Background: an optimization exercise with open tools, aiming at small area, a short achievable clock period and few clock cycles. Do not read the settings as production practice. Power figures rest on the tool's default switching activity, not on a simulated workload.

## rev 12
==> flow/design.v <==
module rlec_chan_enc (
    input  wire        clk,
    input  wire        rst_n,
    input  wire        in_valid,
    output wire        in_ready,
    input  wire [31:0] in_data,
    input  wire        in_last,
    output reg         out_valid,
    input  wire        out_ready,
    output reg  [31:0] out_data,
    output reg  [1:0]  out_kind,
    output reg         out_last
);
    localparam NS = 15;                     
    localparam [1:0] O_IDLE = 2'd0, O_DC = 2'd1, O_TAB = 2'd2, O_RUN = 2'd3;
    function [31:0] norm;
        input [31:0] v;
        norm = (v == 32'h80000000) ? 32'h0 : v;
    endfunction
    function [1:0] cmp31;
        input [30:0] a, b;
        reg [31:0] d, v;
        integer w, i;
        begin
            d = {1'b0, a ^ b};
            v = {1'b0, b};
            for (w = 1; w < 32; w = w * 2)
                for (i = 0; i < 32; i = i + 2 * w) begin
                    v[i] = d[i + w] ? v[i + w] : v[i];
                    d[i] = d[i + w] | d[i];
                end
            cmp31 = {d[0] & v[0], ~d[0]};
        end
    endfunction
    function [1:0] kcmp;
        input [31:0] a, b;
        reg [1:0] m;
        begin
            m = cmp31(a[30:0], b[30:0]);
            case ({a[31], b[31]})
                2'b00: kcmp = {m[1], m[0]};
                2'b01: kcmp = 2'b00;
                2'b10: kcmp = 2'b10;
                default: kcmp = {~m[1] & ~m[0], m[0]};
            endcase
        end
    endfunction
    function [3:0] enc15;
        input [NS-1:0] oh;
        integer e;
        begin
            enc15 = 4'd0;
            for (e = 0; e < NS; e = e + 1)
                if (oh[e]) enc15 = enc15 | e[3:0];
        end
    endfunction
    function [1:0] fa;
        input a, b, c;
        fa = {(a & b) | (a & c) | (b & c), a ^ b ^ c};
    endfunction
    function [3:0] pop15;
        input [4:0] s, c;
        reg [1:0] x0, x1, x2, x3, x4, y0, y1, y2, y3, z0, z1, z2, t0;
        begin
            x0 = {c[0], s[0]};
            x1 = {c[1], s[1]};
            x2 = {c[2], s[2]};
            x3 = {c[3], s[3]};
            x4 = {c[4], s[4]};
            y0 = fa(x0[0], x1[0], x2[0]);      
            y1 = fa(x3[0], x4[0], 1'b0);
            y2 = fa(x0[1], x1[1], x2[1]);      
            y3 = fa(x3[1], x4[1], 1'b0);
            z0 = fa(y0[0], y1[0], 1'b0);       
            z1 = fa(y0[1], y1[1], y2[0]);      
            z2 = fa(y3[0], z0[1], 1'b0);       
            t0 = fa(z1[0], z2[0], 1'b0);
            pop15 = {1'b0, z0[0]} + {t0, 1'b0} +
                    {({1'b0, z1[1]} + {1'b0, z2[1]}) + ({1'b0, y2[1]} + {1'b0, y3[1]}), 2'b00};
        end
    endfunction
    reg [31:0]   val   [0:NS-1];    
    reg [NS-1:0] valid_l;           
    reg [NS-1:0] valid_o;           
    reg [3:0]    cnt   [0:NS-1];    
    reg [3:0]    rank_l[0:NS-1];    
    reg [3:0]    nd_l;              
    reg [4:0]    occ;               
    reg [31:0]   dc_l, dc_o;
    reg [3:0]    run_sl [0:NS-1];   
    reg [3:0]    run_so [0:NS-1];   
    reg [NS-1:0] rconv;             
    reg [14:1]   rst_l;             
    reg [3:0]    lpos;              
    reg [14:0]   lposh;             
    reg [3:0]    ridx;              
    reg [3:0]    prevs;             
    reg          ir;
    reg          bfirst;            
    reg          vR, fR, lR;
    reg  [31:0]  xR;
    wire         in_fire = in_valid & ir;
    assign in_ready = ir;
    reg          l_has;             
    reg          l_done;            
    reg  [1:0]   ophase;
    wire         o_idle = (ophase == O_IDLE);
    reg          cv, cac, clast, cfa, afa, calloc;
    reg [NS-1:0] ch, clt;
    reg          dv, dac, dlast;
    reg [NS-1:0] dh, dinc;
    reg [4:0]    dps, dpc;          
    wire l_ready = l_done | (dv & dlast);
    wire hand    = l_has & l_ready & o_idle;
    wire cA      = vR & (~fR | ~l_has | hand);
    wire acA     = vR & ~fR;                  
    reg [NS-1:0] eq, lt, freev, ns;
    reg          hit;
    integer j;
    always @(*) begin
        for (j = 0; j < NS; j = j + 1) begin
            {lt[j], eq[j]} = kcmp(val[j], xR);
            eq[j] = eq[j] & valid_l[j];
            freev[j] = ~valid_l[j] & ~valid_o[j];
        end
        hit = |eq;
        ns = freev & ~(freev - 1'b1);         
    end
    wire [NS-1:0] hsel  = hit ? eq : ns;
    wire          alloc = acA & ~hit;
    reg [3:0]    cp;
    reg [NS-1:0] inc_c, ahead_c;
    always @(*) begin
        cp = 4'd0;
        for (j = 0; j < NS; j = j + 1)
            if (ch[j]) cp = cp | cnt[j];
        for (j = 0; j < NS; j = j + 1) begin
            inc_c[j]   = valid_l[j] & ~ch[j] &
                         (((cnt[j] == cp) & ~clt[j]) | ((cnt[j] == cp - 4'd1) & clt[j]));
            ahead_c[j] = valid_l[j] & ~ch[j] &
                         ((cnt[j] > cp) | ((cnt[j] == cp) & clt[j]));
        end
    end
    wire [3:0] cslot = enc15(ch);
    wire       same  = (cslot == prevs);
    wire       rnew  = cfa | ~same;           
    wire [3:0] ridx_n = cfa ? 4'd0 : ridx + {3'd0, ~same};
    wire [3:0] lpos_n = cfa ? 4'd0 : lpos + 4'd1;
    wire [14:0] lposh_n = cfa ? 15'd1 : {lposh[13:0], 1'b0};
    wire [3:0] pc = pop15(dps, dpc);
    reg  [4:0] ps_c, pcy_c;
    always @(*) begin
        for (j = 0; j < 5; j = j + 1)
            {pcy_c[j], ps_c[j]} = fa(ahead_c[3*j], ahead_c[3*j+1], ahead_c[3*j+2]);
    end
    reg  [3:0] rank_n [0:NS-1];
    always @(*) begin
        for (j = 0; j < NS; j = j + 1) begin
            rank_n[j] = rank_l[j];
            if (dv & dac) begin
                if (dh[j])        rank_n[j] = pc;
                else if (dinc[j]) rank_n[j] = rank_l[j] + 4'd1;
            end
        end
    end
    reg [3:0]    nd_o, k, nac_o, rpos;
    reg [14:1]   rm;                           
    reg          len1_o;
    wire         can_load = ~out_valid | out_ready;
    reg [NS-1:0] sel;
    reg [31:0]   tabv;
    wire [3:0]   code = run_so[0];
    wire [3:0]   tslot = enc15(sel);
    reg [3:0]    nxt;
    always @(*) begin
        tabv = 32'd0;
        for (j = 0; j < NS; j = j + 1) begin
            sel[j] = valid_o[j] & (rank_l[j] == k);
            if (sel[j]) tabv = tabv | val[j];
        end
        nxt = nac_o;
        for (j = 14; j >= 1; j = j - 1)
            if (rm[j]) nxt = j[3:0];
    end
    wire [14:1] rm_low = rm & ~(rm - 1'b1);
    wire [3:0]  rlen   = nxt - rpos;
    wire        rlast  = ~|rm;
    wire        o_load = ~hand & can_load & ~o_idle;
    wire        oload = (hand | o_load) & can_load;
    reg  [34:0] onext;
    always @(*) begin
        if (hand)
            onext = {2'd0, nd_l == 4'd0, dc_l};
        else case (ophase)
            O_DC:    onext = {2'd0, len1_o, dc_o};
            O_TAB:   onext = {2'd1, 1'b0, tabv};
            default: onext = {2'd2, rlast, 12'd0, code, 12'd0, rlen};
        endcase
    end
    wire       vR_n     = in_fire | (vR & ~cA);
    wire       fR_n     = in_fire ? bfirst : fR;
    wire       bfirst_n = in_fire ? in_last : bfirst;
    wire       l_has_n  = (l_has & ~hand) | (cA & fR);
    wire       l_done_n = (l_done | (dv & dlast)) & ~hand;
    wire       l_rdy_n  = l_done_n | (cv & clast);
    wire       o_idle_n = o_idle & ~hand;
    wire       hand_n   = l_has_n & l_rdy_n & o_idle_n;
    wire       commit_n = ~fR_n | ~l_has_n | hand_n;
    wire [4:0] occ_b    = occ + {4'd0, cv & calloc} + {4'd0, acA} + {4'd0, vR_n & ~fR_n};
    wire       ir_n     = (~vR_n | commit_n) & (bfirst_n | (occ_b <= 5'd14));
    wire [4:0] ofree    = (ophase == O_TAB && o_load) ? 5'd1 : 5'd0;
    always @(posedge clk) begin
        if (!rst_n) begin
            ir <= 1'b0; bfirst <= 1'b1; vR <= 1'b0;
            l_has <= 1'b0; l_done <= 1'b0;
            cv <= 1'b0; dv <= 1'b0;
            valid_l <= {NS{1'b0}}; valid_o <= {NS{1'b0}};
            nd_l <= 4'd0; occ <= 5'd0;
            ophase <= O_IDLE;
            out_valid <= 1'b0;
            {out_kind, out_last, out_data} <= 35'd0;
        end else begin
            {out_kind, out_last, out_data} <= {out_kind, out_last, out_data} ^
                ({35{oload}} & (onext ^ {out_kind, out_last, out_data}));
            ir <= ir_n;
            bfirst <= bfirst_n;
            vR <= vR_n;
            l_has  <= l_has_n;
            l_done <= l_done_n;
            cv <= cA;
            dv <= cv;
            if (hand) begin
                valid_l <= {NS{1'b0}};
                nd_l <= 4'd0;
            end else begin
                if (alloc) valid_l <= valid_l | ns;
                if (cv & calloc) nd_l <= nd_l + 4'd1;
            end
            occ <= occ + {4'd0, cv & calloc} - ofree;
            if (out_valid & out_ready) out_valid <= 1'b0;
            if (hand) begin
                valid_o <= valid_l;
                if (can_load) begin
                    out_valid <= 1'b1;
                    ophase    <= (nd_l == 4'd0) ? O_IDLE : O_TAB;
                end else begin
                    ophase    <= O_DC;
                end
            end else if (o_load) begin
                out_valid <= 1'b1;
                case (ophase)
                    O_DC:  ophase <= len1_o ? O_IDLE : O_TAB;
                    O_TAB: begin
                        valid_o <= valid_o & ~sel;
                        if (k + 4'd1 == nd_o) ophase <= O_RUN;
                    end
                    default: if (rlast) ophase <= O_IDLE;
                endcase
            end
        end
    end
    integer q;
    always @(posedge clk) begin
        if (in_fire) begin
            xR <= norm(in_data);
            fR <= bfirst;
            lR <= in_last;
        end
        if (cA & fR) dc_l <= xR;
        for (j = 0; j < NS; j = j + 1) begin
            if (acA & ns[j]) begin
                val[j] <= xR;
                cnt[j] <= 4'd1;
            end
            if (acA & eq[j]) cnt[j] <= cnt[j] + 4'd1;
        end
        if (cA) afa <= fR;             
        cac    <= acA;
        calloc <= alloc;
        clast  <= lR;
        cfa    <= afa;
        ch     <= hsel;
        clt    <= lt;
        dac    <= cac;
        dlast  <= clast;
        dh     <= ch;
        dinc   <= inc_c;
        dps    <= ps_c;
        dpc    <= pcy_c;
        if (cv & cac) begin
            prevs <= cslot;
            ridx  <= ridx_n;
            lpos  <= lpos_n;
            lposh <= lposh_n;
            if (rnew) run_sl[ridx_n] <= cslot;
            rst_l <= cfa ? 14'd0 : rst_l | (lposh_n[14:1] & {14{~same}});
        end
        for (j = 0; j < NS; j = j + 1) rank_l[j] <= rank_n[j];
        if (hand) begin
            for (j = 0; j < NS; j = j + 1) begin
                run_so[j] <= run_sl[j];
            end
            nd_o   <= nd_l;
            nac_o  <= lpos + 4'd1;
            rm     <= rst_l;
            rpos   <= 4'd0;
            len1_o <= (nd_l == 4'd0);
            dc_o   <= dc_l;
            k      <= 4'd0;
            rconv  <= {NS{1'b0}};
        end else if (o_load) begin
            case (ophase)
                O_TAB: begin
                    k        <= k + 4'd1;
                    for (j = 0; j < NS; j = j + 1)
                        if (~rconv[j] & (run_so[j] == tslot)) begin
                            run_so[j] <= k;
                            rconv[j]  <= 1'b1;
                        end
                end
                O_RUN: begin
                    for (q = 0; q < NS - 1; q = q + 1) run_so[q] <= run_so[q+1];
                    rm   <= rm & ~rm_low;
                    rpos <= nxt;
                end
                default: ;
            endcase
        end
    end
endmodule
==> flow/config.mk <==
export PLATFORM = sky130hd
export DESIGN_NAME = rlec_chan_enc
export DESIGN_NICKNAME = rlec_chan_enc
export VERILOG_FILES = /design/flow/design.v
export SDC_FILE = /design/flow/constraint.sdc
export NUM_CORES = 4
export LEC_CHECK = 0
export CAP_MARGIN = 20
export CORE_MARGIN = 2
export CORE_UTILIZATION = 60
export SLEW_MARGIN = 20
==> flow/constraint.sdc <==
create_clock -name core_clock -period 10.0 [get_ports {clk}]
set_input_delay 2.0000 -clock core_clock [delete_from_list [all_inputs] [get_ports {clk}]]
set_output_delay 2.0000 -clock core_clock [all_outputs]
set_load 0.01 [all_outputs]
standard.sh (not shown) runs the stock make flow with config.mk's settings and CLKGATE_MAP_FILE= SYNTH_SCRIPT=/design/flow/synth_recipe.tcl, a recipe that flattens the netlist after the stock synthesis.
==> flow/flow/run.sh <==
#!/bin/bash
# The standard layout, with ORFS's timing repair aimed at 7.0 ns of setup
# slack instead of 0 (the clock period and constraints are unchanged).
set -euo pipefail
bash standard.sh synth > synth.log 2>&1
SETUP_SLACK_MARGIN=7.0 bash standard.sh > layout.log 2>&1
## Diff of input files: rev 13 against rev 12
--- a/flow/design.v
+++ b/flow/design.v
@@ -85,4 +85,5 @@
     reg [3:0]    cnt   [0:NS-1];    
     reg [3:0]    rank_l[0:NS-1];    
+    reg [3:0]    rank_o[0:NS-1];    
     reg [3:0]    nd_l;              
     reg [4:0]    occ;               
@@ -90,5 +91,4 @@
     reg [3:0]    run_sl [0:NS-1];   
     reg [3:0]    run_so [0:NS-1];   
-    reg [NS-1:0] rconv;             
     reg [14:1]   rst_l;             
     reg [3:0]    lpos;              
@@ -170,12 +170,13 @@
     reg [NS-1:0] sel;
     reg [31:0]   tabv;
-    wire [3:0]   code = run_so[0];
-    wire [3:0]   tslot = enc15(sel);
+    reg [3:0]    code;
     reg [3:0]    nxt;
     always @(*) begin
         tabv = 32'd0;
+        code = 4'd0;
         for (j = 0; j < NS; j = j + 1) begin
-            sel[j] = valid_o[j] & (rank_l[j] == k);
+            sel[j] = valid_o[j] & (rank_o[j] == k);
             if (sel[j]) tabv = tabv | val[j];
+            if (run_so[0] == j[3:0]) code = rank_o[j];
         end
         nxt = nac_o;
@@ -187,15 +188,4 @@
     wire        rlast  = ~|rm;
     wire        o_load = ~hand & can_load & ~o_idle;
-    wire        oload = (hand | o_load) & can_load;
-    reg  [34:0] onext;
-    always @(*) begin
-        if (hand)
-            onext = {2'd0, nd_l == 4'd0, dc_l};
-        else case (ophase)
-            O_DC:    onext = {2'd0, len1_o, dc_o};
-            O_TAB:   onext = {2'd1, 1'b0, tabv};
-            default: onext = {2'd2, rlast, 12'd0, code, 12'd0, rlen};
-        endcase
-    end
     wire       vR_n     = in_fire | (vR & ~cA);
     wire       fR_n     = in_fire ? bfirst : fR;
@@ -219,8 +209,5 @@
             ophase <= O_IDLE;
             out_valid <= 1'b0;
-            {out_kind, out_last, out_data} <= 35'd0;
         end else begin
-            {out_kind, out_last, out_data} <= {out_kind, out_last, out_data} ^
-                ({35{oload}} & (onext ^ {out_kind, out_last, out_data}));
             ir <= ir_n;
             bfirst <= bfirst_n;
@@ -299,4 +286,5 @@
         if (hand) begin
             for (j = 0; j < NS; j = j + 1) begin
+                rank_o[j] <= rank_n[j];
                 run_so[j] <= run_sl[j];
             end
@@ -308,21 +296,30 @@
             dc_o   <= dc_l;
             k      <= 4'd0;
-            rconv  <= {NS{1'b0}};
+            if (can_load) begin
+                out_data <= dc_l;
+                out_kind <= 2'd0;
+                out_last <= (nd_l == 4'd0);
+            end
         end else if (o_load) begin
             case (ophase)
+                O_DC: begin
+                    out_data <= dc_o;
+                    out_kind <= 2'd0;
+                    out_last <= len1_o;
+                end
                 O_TAB: begin
+                    out_data <= tabv;
+                    out_kind <= 2'd1;
+                    out_last <= 1'b0;
                     k        <= k + 4'd1;
-                    for (j = 0; j < NS; j = j + 1)
-                        if (~rconv[j] & (run_so[j] == tslot)) begin
-                            run_so[j] <= k;
-                            rconv[j]  <= 1'b1;
-                        end
                 end
-                O_RUN: begin
+                default: begin
+                    out_data <= {12'd0, code, 12'd0, rlen};
+                    out_kind <= 2'd2;
+                    out_last <= rlast;
                     for (q = 0; q < NS - 1; q = q + 1) run_so[q] <= run_so[q+1];
                     rm   <= rm & ~rm_low;
                     rpos <= nxt;
                 end
-                default: ;
             endcase
         end
- Comparing rev 12 with rev 13, the met3 track utilization from global routing came out essentially unchanged.
- Compared with rev 12, first-iteration DRC count in rev 13 increased slightly.
- From rev 12 to rev 13 the numbers moved as follows: share of cell area taken by multi-input logic gates shows a reduction of 0.58 points, count of non-filler cells in the finished layout saw little to no change, number of cells on the worst reg-to-reg path now smaller.
- In rev 13 relative to rev 12, number of enable-type register cells in the synthesized netlist had gone up by a few percent.
- On final worst-path cycle share, rev 13 and rev 12 are neck and neck.
- Diff rev 13..rev 12 | final net count | negligible
- Re setup slack: rev 12 was higher than rev 13.
- Rev 13 vs. rev 12: final hold slack ~0 delta; power +0.39 mW; met1 track demand over resource -2.7 points.
- Going from rev 12 to rev 13, cell total after placement now sits higher, total length of routed met3 wires decreased 1600 µm.
No run of this note included a check of the RTL's function; only the layout flow was run.

[port drivers added, routing unchanged]
How much do the figures lean on ideal ports? The routed layouts below were timed once more, with nothing changed but the port constraints.
Step 1: set_driving_cell puts a clkbuf_16 on clk and a buf_2 on each other input, an assumption about the parent block.
Step 2 moves the port delays by t, midway between the first and last clock arrival at a register: inputs arrive t later, outputs are due t later. That takes back most of the time a late clock gives input paths.
Three values: no drivers, after step 1, after step 2; two values: the first two.
run	t (ns)	setup slack, ns	hold WS [ns]	worst data-port slew with drivers (ns)
rev 12	0.788	6.630 / 6.630 / 6.093	0.347 / 0.347 / 0.347	0.05
rev 13	0.786	6.625 / 6.553 / 6.244	0.345 / 0.345 / 0.345	0.07
After both steps setup and hold are still met in every run listed. For rev 12, which loses most, drivers alone change the setup slack by 0.000 ns; drivers and shift together by -0.537 ns.
